This is an optimization exercise on Yosys and OpenROAD, whose aim is small area, a short achievable clock period and few clock cycles, not a production implementation.
The RTL was checked by simulation tests, not by an equivalence proof against the original design.
Power is estimated from default activity; no workload was simulated.

`design/flow/run.sh`:
```
#!/bin/bash
# synth_recipe.tcl (not shown) runs the flow's synth.tcl, then flattens the netlist and writes it again
# the make line also repeats each setting of config.mk as NAME=value (left out here)
make -C /OpenROAD-flow-scripts/flow DESIGN_CONFIG=/design/flow/config.mk WORK_HOME=/design/flow/orfs CLKGATE_MAP_FILE= SYNTH_SCRIPT=/design/flow/synth_recipe.tcl finish
```
`design/flow/config.mk`:
```
export PLATFORM = sky130hd
export DESIGN_NAME = b58_codec
export DESIGN_NICKNAME = b58_codec
export VERILOG_FILES = /design/flow/design.v
export SDC_FILE = /design/flow/constraint.sdc
export NUM_CORES = 4
export LEC_CHECK = 0
export CAP_MARGIN = 20
export CORE_MARGIN = 2
export CORE_UTILIZATION = 40
export SLEW_MARGIN = 20
```
`design/flow/constraint.sdc`:
```
create_clock -name core_clock -period 12.0 [get_ports {clk}]
set_input_delay 2.4000 -clock core_clock [delete_from_list [all_inputs] [get_ports {clk}]]
set_output_delay 2.4000 -clock core_clock [all_outputs]
set_load 0.01 [all_outputs]
```
`design/flow/design.v`:
```
module b58_digit2char (
  input  wire [5:0] digit,    
  output reg  [7:0] char
);
  always @(*) begin
    if (digit < 6'd9)
      char = 8'h31 + {2'b00, digit};           
    else if (digit < 6'd17)
      char = 8'h41 + {2'b00, digit} - 8'd9;    
    else if (digit < 6'd22)
      char = 8'h4A + {2'b00, digit} - 8'd17;   
    else if (digit < 6'd33)
      char = 8'h50 + {2'b00, digit} - 8'd22;   
    else if (digit < 6'd44)
      char = 8'h61 + {2'b00, digit} - 8'd33;   
    else
      char = 8'h6D + {2'b00, digit} - 8'd44;   
  end
endmodule
module b58_char2digit (
  input  wire [7:0] char,
  output reg        valid,
  output reg  [5:0] digit
);
  reg [7:0] d;
  always @(*) begin
    valid = 1'b1;
    d     = 8'd0;
    if (char >= 8'h31 && char <= 8'h39)
      d = char - 8'h31;                   
    else if (char >= 8'h41 && char <= 8'h48)
      d = char - 8'h41 + 8'd9;            
    else if (char >= 8'h4A && char <= 8'h4E)
      d = char - 8'h4A + 8'd17;           
    else if (char >= 8'h50 && char <= 8'h5A)
      d = char - 8'h50 + 8'd22;           
    else if (char >= 8'h61 && char <= 8'h6B)
      d = char - 8'h61 + 8'd33;           
    else if (char >= 8'h6D && char <= 8'h7A)
      d = char - 8'h6D + 8'd44;           
    else
      valid = 1'b0;
    digit = d[5:0];
  end
endmodule
module b58_codec (
  input  wire       clk,
  input  wire       rst,
  input  wire       cmd_valid,
  output wire       cmd_ready,
  input  wire       cmd_dec,
  input  wire [5:0] cmd_len,
  input  wire [5:0] cmd_cap,
  input  wire       in_valid,
  output wire       in_ready,
  input  wire [7:0] in_data,
  output reg        out_valid,
  output reg  [7:0] out_data,
  output reg        rsp_valid,
  output reg  [1:0] rsp_code,
  output reg  [5:0] rsp_val
);
  localparam [2:0] S_IDLE = 3'd0,
                   S_LOAD = 3'd1,
                   S_CHK  = 3'd2,
                   S_OUT  = 3'd3,
                   S_RSP  = 3'd4;
  reg  [2:0]  state;
  reg         cmd_rdy_q;
  reg         in_rdy_q;
  reg         dec;
  reg  [5:0]  len;
  reg  [5:0]  cap;
  reg  [5:0]  cnt;         
  reg  [5:0]  zcnt;        
  reg         zrun;
  reg         bad;
  reg  [5:0]  bad_idx;
  reg  [7:0]  ibuf;        
  reg         bfull;
  reg  [1:0]  ptr;         
  reg  [1:0]  act;         
  reg         pass;        
  reg  [5:0]  creg;        
  reg  [95:0] slot0, slot1, slot2;
  reg  [5:0]  ocnt;        
  reg  [5:0]  zleft;       
  reg  [3:0]  opos;        
  reg  [1:0]  code_r;
  reg  [5:0]  val_r;
  assign cmd_ready = cmd_rdy_q;
  assign in_ready  = in_rdy_q;
  wire take_cmd = cmd_valid & cmd_rdy_q;
  wire take_in  = in_valid & in_rdy_q;
  wire [95:0] rwin = (ptr == 2'd0) ? slot0 : (ptr == 2'd1) ? slot1 : slot2;
  wire       c_ok;
  wire [5:0] c_dig;
  b58_char2digit u_c2d (.char(ibuf), .valid(c_ok), .digit(c_dig));
  wire [5:0]   d_cin = (ptr == 2'd0) ? c_dig : creg;
  wire [101:0] d_sum = {rwin, 6'd0} - {4'd0, rwin, 2'd0} - {5'd0, rwin, 1'd0} + {96'd0, d_cin};
  wire [95:0]  d_out = d_sum[95:0];
  wire [5:0]   d_cout = d_sum[101:96];
  wire [3:0]  e_cin = (ptr != 2'd0) ? creg[3:0] : (pass ? ibuf[3:0] : ibuf[7:4]);
  reg  [95:0] e_t;
  reg  [3:0]  e_cout;
  reg  [95:0] e_out;
  reg  [5:0]  ed;
  reg         ec, ege;
  reg  [15:0] ges;
  integer s, j;
  always @(*) begin
    e_t = rwin;
    for (s = 0; s < 4; s = s + 1) begin
      for (j = 0; j < 16; j = j + 1) begin
        ed = e_t[6*j +: 6];
        ges[j] = ed[5] | (ed[4] & ed[3] & ed[2] & (ed[1] | ed[0]));
      end
      e_cout[3-s] = ges[15];
      for (j = 0; j < 16; j = j + 1) begin
        ed  = e_t[6*j +: 6];
        ege = ges[j];
        ec  = (j == 0) ? e_cin[3-s] : ges[j-1];
        e_t[6*j +: 6] = {ed[4] ^ (ege & ed[3] & ed[2] & (ed[1] | ed[0])),
                         ed[3] ^ (ege & ed[2] & (ed[1] | ed[0])),
                         ed[2] ^ (ege & (ed[1] | ed[0])),
                         ed[1] ^ (ege & ~ed[0]),
                         ed[0] ^ ege,
                         ec};
      end
    end
    e_out = e_t;
  end
  wire [95:0] p_out  = dec ? d_out : e_out;
  wire [5:0]  p_cout = dec ? d_cout : {2'b00, e_cout};
  wire proc      = (state == S_LOAD) & bfull;
  wire top       = (ptr == act - 2'd1);
  wire first     = (ptr == 2'd0) & (dec | ~pass);
  wire byte_done = proc & top & (dec | pass);
  wire ext       = proc & top & (p_cout != 6'd0);
  wire all_done  = byte_done & (cnt == len);
  reg  [1:0] ptr_n, act_n;
  reg        pass_n, bfull_n;
  reg  [5:0] cnt_n;
  always @(*) begin
    ptr_n   = ptr;
    pass_n  = pass;
    act_n   = act + {1'b0, ext};
    if (proc) begin
      if (top) begin
        ptr_n  = 2'd0;
        pass_n = ~dec & ~pass;
      end else begin
        ptr_n  = ptr + 2'd1;
      end
    end
    bfull_n = take_in | (bfull & ~byte_done);
    cnt_n   = cnt + {5'd0, take_in};
  end
  wire last_n = (ptr_n == act_n - 2'd1) & (dec | pass_n);
  reg  [3:0] hi_e, hi_d;
  reg        nz_e, nz_d;
  integer k;
  always @(*) begin
    hi_e = 4'd0; nz_e = 1'b0;
    for (k = 0; k < 16; k = k + 1)
      if (rwin[6*k +: 6] != 6'd0) begin hi_e = k; nz_e = 1'b1; end
    hi_d = 4'd0; nz_d = 1'b0;
    for (k = 0; k < 12; k = k + 1)
      if (rwin[8*k +: 8] != 8'd0) begin hi_d = k; nz_d = 1'b1; end
  end
  wire [5:0] actm1   = {4'd0, act - 2'd1};
  wire [6:0] ndig    = nz_e ? ({1'b0, actm1, 4'd0} + {3'd0, hi_e} + 7'd1) : 7'd0;
  wire [6:0] nbyt    = {1'b0, actm1, 3'd0} + {1'b0, actm1, 2'd0} + {3'd0, hi_d} + 7'd1;
  wire [5:0] dec_z   = (zcnt == len) ? len - 6'd1 : zcnt;
  wire [6:0] tot     = dec ? ({1'b0, dec_z} + nbyt) : ({1'b0, zcnt} + ndig);
  wire [5:0] o_dig  = rwin[6*opos +: 6];
  wire [7:0] o_byt  = rwin[8*opos +: 8];
  wire [7:0] o_chr;
  b58_digit2char u_d2c (.digit(o_dig), .char(o_chr));
  wire [1:0] wsel  = ptr;
  wire       clr   = take_cmd;
  always @(posedge clk) begin
    if (clr) begin
      slot0 <= 96'd0; slot1 <= 96'd0; slot2 <= 96'd0;
    end else if (proc) begin
      if (wsel == 2'd0) slot0 <= p_out;
      if (wsel == 2'd1) slot1 <= p_out;
      if (wsel == 2'd2) slot2 <= p_out;
      if (ext && act == 2'd1) slot1[5:0] <= p_cout;
      if (ext && act == 2'd2) slot2[5:0] <= p_cout;
      if (!top) creg <= p_cout;
    end
    if (take_in) ibuf <= in_data;
  end
  always @(posedge clk) begin
    out_valid <= 1'b0;
    rsp_valid <= 1'b0;
    if (rst) begin
      state     <= S_IDLE;
      cmd_rdy_q <= 1'b1;
      in_rdy_q  <= 1'b0;
      bfull     <= 1'b0;
    end else begin
      cmd_rdy_q <= 1'b0;
      in_rdy_q  <= 1'b0;
      case (state)
        S_IDLE: cmd_rdy_q <= 1'b1;
        S_LOAD: begin
          ptr   <= ptr_n;
          pass  <= pass_n;
          act   <= act_n;
          bfull <= bfull_n;
          cnt   <= cnt_n;
          if (proc && first) begin
            if (!dec) begin
              if (zrun && ibuf == 8'd0) zcnt <= zcnt + 6'd1;
              else zrun <= 1'b0;
            end else begin
              if (!c_ok && !bad) begin
                bad     <= 1'b1;
                bad_idx <= cnt - 6'd1;
              end
              if (zrun && c_ok && c_dig == 6'd0) zcnt <= zcnt + 6'd1;
              else zrun <= 1'b0;
            end
          end
          if (all_done) begin
            state <= S_CHK;
            ptr   <= act_n - 2'd1;
          end else begin
            in_rdy_q <= (cnt_n != len) & (~bfull_n | last_n);
          end
        end
        S_CHK: begin
          opos  <= dec ? hi_d : hi_e;
          zleft <= dec ? dec_z : zcnt;
          ocnt  <= tot[5:0];
          val_r <= tot[5:0];
          if (dec && bad) begin
            code_r    <= 2'd1;
            val_r     <= bad_idx;
            state     <= S_RSP;
            cmd_rdy_q <= 1'b1;
          end else if (tot > {1'b0, cap}) begin
            code_r    <= 2'd2;
            state     <= S_RSP;
            cmd_rdy_q <= 1'b1;
          end else begin
            code_r    <= 2'd0;
            state     <= S_OUT;
            cmd_rdy_q <= (tot == 7'd1);
          end
        end
        S_OUT: begin
          out_valid <= 1'b1;
          if (zleft != 6'd0) begin
            out_data <= dec ? 8'h00 : 8'h31;
            zleft    <= zleft - 6'd1;
          end else begin
            out_data <= dec ? o_byt : o_chr;
            if (opos == 4'd0) begin
              opos <= dec ? 4'd11 : 4'd15;
              ptr  <= ptr - 2'd1;
            end else begin
              opos <= opos - 4'd1;
            end
          end
          ocnt <= ocnt - 6'd1;
          cmd_rdy_q <= (ocnt == 6'd2);
          if (ocnt == 6'd1) begin
            rsp_valid <= 1'b1;
            rsp_code  <= code_r;
            rsp_val   <= val_r;
            state     <= S_IDLE;
            cmd_rdy_q <= 1'b1;
          end
        end
        S_RSP: begin
          rsp_valid <= 1'b1;
          rsp_code  <= code_r;
          rsp_val   <= val_r;
          state     <= S_IDLE;
          cmd_rdy_q <= 1'b1;
        end
        default: state <= S_IDLE;
      endcase
      if (take_cmd) begin
        dec       <= cmd_dec;
        len       <= cmd_len;
        cap       <= cmd_cap;
        cnt       <= 6'd0;
        zcnt      <= 6'd0;
        zrun      <= 1'b1;
        bad       <= 1'b0;
        bfull     <= 1'b0;
        ptr       <= 2'd0;
        act       <= 2'd1;
        pass      <= 1'b0;
        cmd_rdy_q <= 1'b0;
        if (cmd_len == 6'd0) begin
          code_r    <= 2'd0;
          val_r     <= 6'd0;
          state     <= S_RSP;
          cmd_rdy_q <= 1'b1;
        end else begin
          state    <= S_LOAD;
          in_rdy_q <= 1'b1;
        end
      end
    end
  end
endmodule
```
==> summary.txt <==
top_reg_cell synth=dfxtp_1; Yosys cell types=between 100 and 150; Hold-fix buffers, CTS=0; setup repair after global routing missed its margin=no; insertion delay to the later sink of the worst-skew pair=about 0.68 ns; Max-Slew Margin vs Limit=a little over a quarter; slew of the pin with the lowest slew margin=between 1 and 1.5 ns; Final Cell Area=between 0.04 and 0.05 mm²; initial core utilization=approximately 40%; GRT Util Overall=27.4%; vias in the first global route=approximately 37000; final setup vio count=0; Core ar.=between 0.1 and 0.15 mm²; Port Buffer Count=44; share of Yosys cell area claimed by the top area cell type=about 15%; Final #Nets=between 5000 and 6000; Mapped Avg Cell Area=~8 µm²; first-pass GRT wire length=223000 µm; FF-to-FF Start=ibuf[1]; Final Critical Period=9.20 ns; die area=~0.10 mm²; initial DRC count=4073; worst path bufs/invs=1; crit path capture type=register; Pleak=about 17 nW; family with the most delay on the worst path=compound AO/OA/AOI/OAI gates; cell taking the most area after synthesis=dfxtp_1; final critical-path share of the clock period=approximately 77%; r2r endpoint=in_rdy_q; Seq/Total Area, Yosys=approximately a fifth; Hold Crit Class=reg -> reg; total setup buffers inserted after CTS=0; DR pass1 iterations=7; TritonCTS buffer count=49; critical path arrival=a little under 10 ns; synth top area cells=dfxtp_1 (15%), ha_1 (8.9%), edfxtp_1 (6.8%), a21oi_1 (5.3%), fa_1 (4.9%); Clk pin slew, worst setup/hold paths=0.06 ns; GR Overflow Total=0; largest net degree at the start of global routing=between 150 and 200; placed insts=6246; Synth top cells by count=nand2_1 (524), a21oi_1 (430), nor2_1 (412); area taken by flip-flops and latches=0.00869 mm²; Fin Setup TNS=0 ns; post-cts resize count=0; initial antenna violation count=4; Slowest cell on crit path=a21oi_1; Max Root-Sink Buffers=3; post-route insts no fill=roughly 6300; Setup WS post-layout=approximately 2.8 ns; Final Hold Vio Count=0; Die W=about 320 µm; CTS root buf=clkbuf_16; I/O Pins=between 40 and 50; Post-Syn Nets=~5500; Wirelength per Cell=around 23 µm; Finished Core Util=a little over two fifths; number of fill cells in the layout=roughly 10000; Final GP Congestion=between 1 and 1.5; Site Rows=roughly 120; synth warn=3; placed instance area=0.0418 mm²; Setup crit start=ibuf[1]; Req. time, crit path=around 13 ns; P&R area growth vs syn=6.80%; maximum vdd drop=79.3 µV; status=finished clean; critical path type=reg -> reg; count leader, synth=nand2_1; CTS tree=built; DR vias/cell=approximately 6.2; Post-synth EDFFs=92; Critical Path Source Type=register; P per Cell Area=around 100 mW/mm²; detailed placer's ending HPWL=roughly 110000 µm; footprint of the multi-input gates=between 0.02 and 0.03 mm²; max-slew violations=0; flop2flop setup slack=2.80 ns; Max Cap Viol=0; drt total wl=146000 µm; total number of vias=39500; Reg2Reg Depth=30; CTS H-Tree Depth=2; synthesized area=around 0.041 mm²; max frequency=approximately 110 MHz; Seq cells post-synth=a little under 400; cell count along the critical path=30; Worst Setup EP=in_rdy_q; share of layout cells above drive strength 1=7.93%; crit-path max cell delay=between 0.8 and 0.9 ns; Die Height=between 300 and 400 µm; clk sink count=slightly below 400; worst slack, placed=around 3 ns; Synth async-reset ratio=0%; crit-path max FO=13; worst clock skew=0.0502 ns; DRC Markers=0; antenna-violating nets left=0; Syn Inst Count=5095
## kinds of logic after synthesis
kind of cell	count (synthesis)	synth area share (%)
XOR/XNOR	227	4.88
buffers and inverters	595	6.44
adder cells (fa/ha/maj)	392	13.8
AND/OR/NAND/NOR	1546	17.8
AO/OA/AOI/OAI	1725	28.4
flip-flops	388	21.3
multiplexers	222	7.29
## worst min-delay path by stage
stage	slack (ns)	from	cells past startpoint	end
floorplan	0.42	slot0[14]	2	slot0[14]
global placement	0.43	slot0[20]	2	slot0[20]
detailed placement	0.44	slot0[32]	2	slot0[32]
CTS	0.45	slot0[83]	2	slot0[83]
global route	0.47	slot0[56]	2	slot0[56]
finish	0.44	slot0[62]	2	slot0[62]
## state kept, by name, indices dropped and copies added, names as in the netlist, 8 cells and up
name      flops
out_data      8
slot2        96
slot0        96
slot1        96
ibuf          8
## layer usage
| metal | share of wire (%) | vias to the layer above | track usage, % |
|---|---|---|---|
| met5 | 0.028 | - | 0 |
| met4 | 4.1 | 6 | 10.1 |
| met2 | 45 | 1569 | 43.6 |
| met3 | 7.6 | 303 | 4.25 |
| met1 | 44 | 19200 | 37.4 |
| li1 | - | 18400 | - |
## area by class of cell
cell class / instances / share of cell area [%]
multi-input cells: 4112 / 67.9
flip-flops and latches: 388 / 20.0
well taps: 1368 / 3.94
clock buffers: 67 / 3.16
inverters: 284 / 2.46
repair buffers: 94 / 1.90
clock inverters: 24 / 0.685
diodes: 2 / 0.0115
## through the flow
step	hold slack, ns	power [mW]
6_report	0.445	4.55
5_1_grt	0.466	4.76
4_1_cts	0.448	4.54
3_5_place_dp	0.436	2.98
3_3_place_gp	0.428	2.98
2_1_floorplan	0.416	2.51
## power breakdown
| group | internal, mW | switching [mW] | leakage (nW) |
|---|---|---|---|
| clock | 0.898 | 0.657 | 0.802 |
| combinational | 0.538 | 1.09 | 13.2 |
| sequential | 1.36 | 0.0186 | 3.24 |
| total | 2.79 | 1.76 | 17.2 |
## worst register-to-register path: cells and delay by family (launching register included)
kind / cells / cell delay, ns
xor gates and xnor gates: 3 / 0.61
AOI/OAI and AO/OA: 16 / 4.88
adders and majority gates: 4 / 1.37
DFF: 1 / 0.58
buffers and inverters: 1 / 0.20
and+or+nand+nor: 6 / 1.47
## cell usage in the layout, fill, tap and decap left out, types with 27 or more instances in the layout
cell type	n
nand2_1	522
a21oi_1	429
nor2_1	411
o21ai_0	379
dfxtp_1	296
ha_1	287
inv_1	262
xnor2_1	126
mux2i_1	119
nand3_1	111
a211oi_1	110
xor2_1	101
fa_1	99
nor3_1	98
edfxtp_1	92
nand4_1	91
o21a_1	79
o211ai_1	75
a21o_1	58
a31oi_1	52
mux4_2	52
clkbuf_16	50
buf_4	49
nand2b_1	46
and2_1	46
clkdlybuf4s50_1	44
mux2_2	43
o21ai_1	39
nor2b_1	37
and3_1	36
o22ai_1	30
a22oi_1	28
nor4_1	28
o211a_1	27
o21bai_1	27
a22o_1	27
Testbench counts, summed over its fixed seeds: cycles 31,614.

-- port drivers added, routing unchanged --
The results above use ideal ports. As a check the final layout listed here was re-extracted and re-timed, cells and wires unchanged.
Step 1 sets driving cells, clkbuf_16 on the clock port and buf_2 on the other inputs (assumed; they add their load-dependent delay and slew).
Step 2 also shifts input and output timing later by t, the mid clock arrival at the registers, as if the neighbouring blocks saw the same clock.
Three values: ideal ports, drivers, drivers and shift; two values: the first two.
shift t [ns]: 0.725
slack for setup (ns): 2.804 / 2.804 / 2.804
cell pins on the clock port's net: 1
After both steps this run still meets setup and hold. For this run, drivers alone change the setup slack by 0.000 ns; drivers and shift together by 0.000 ns.
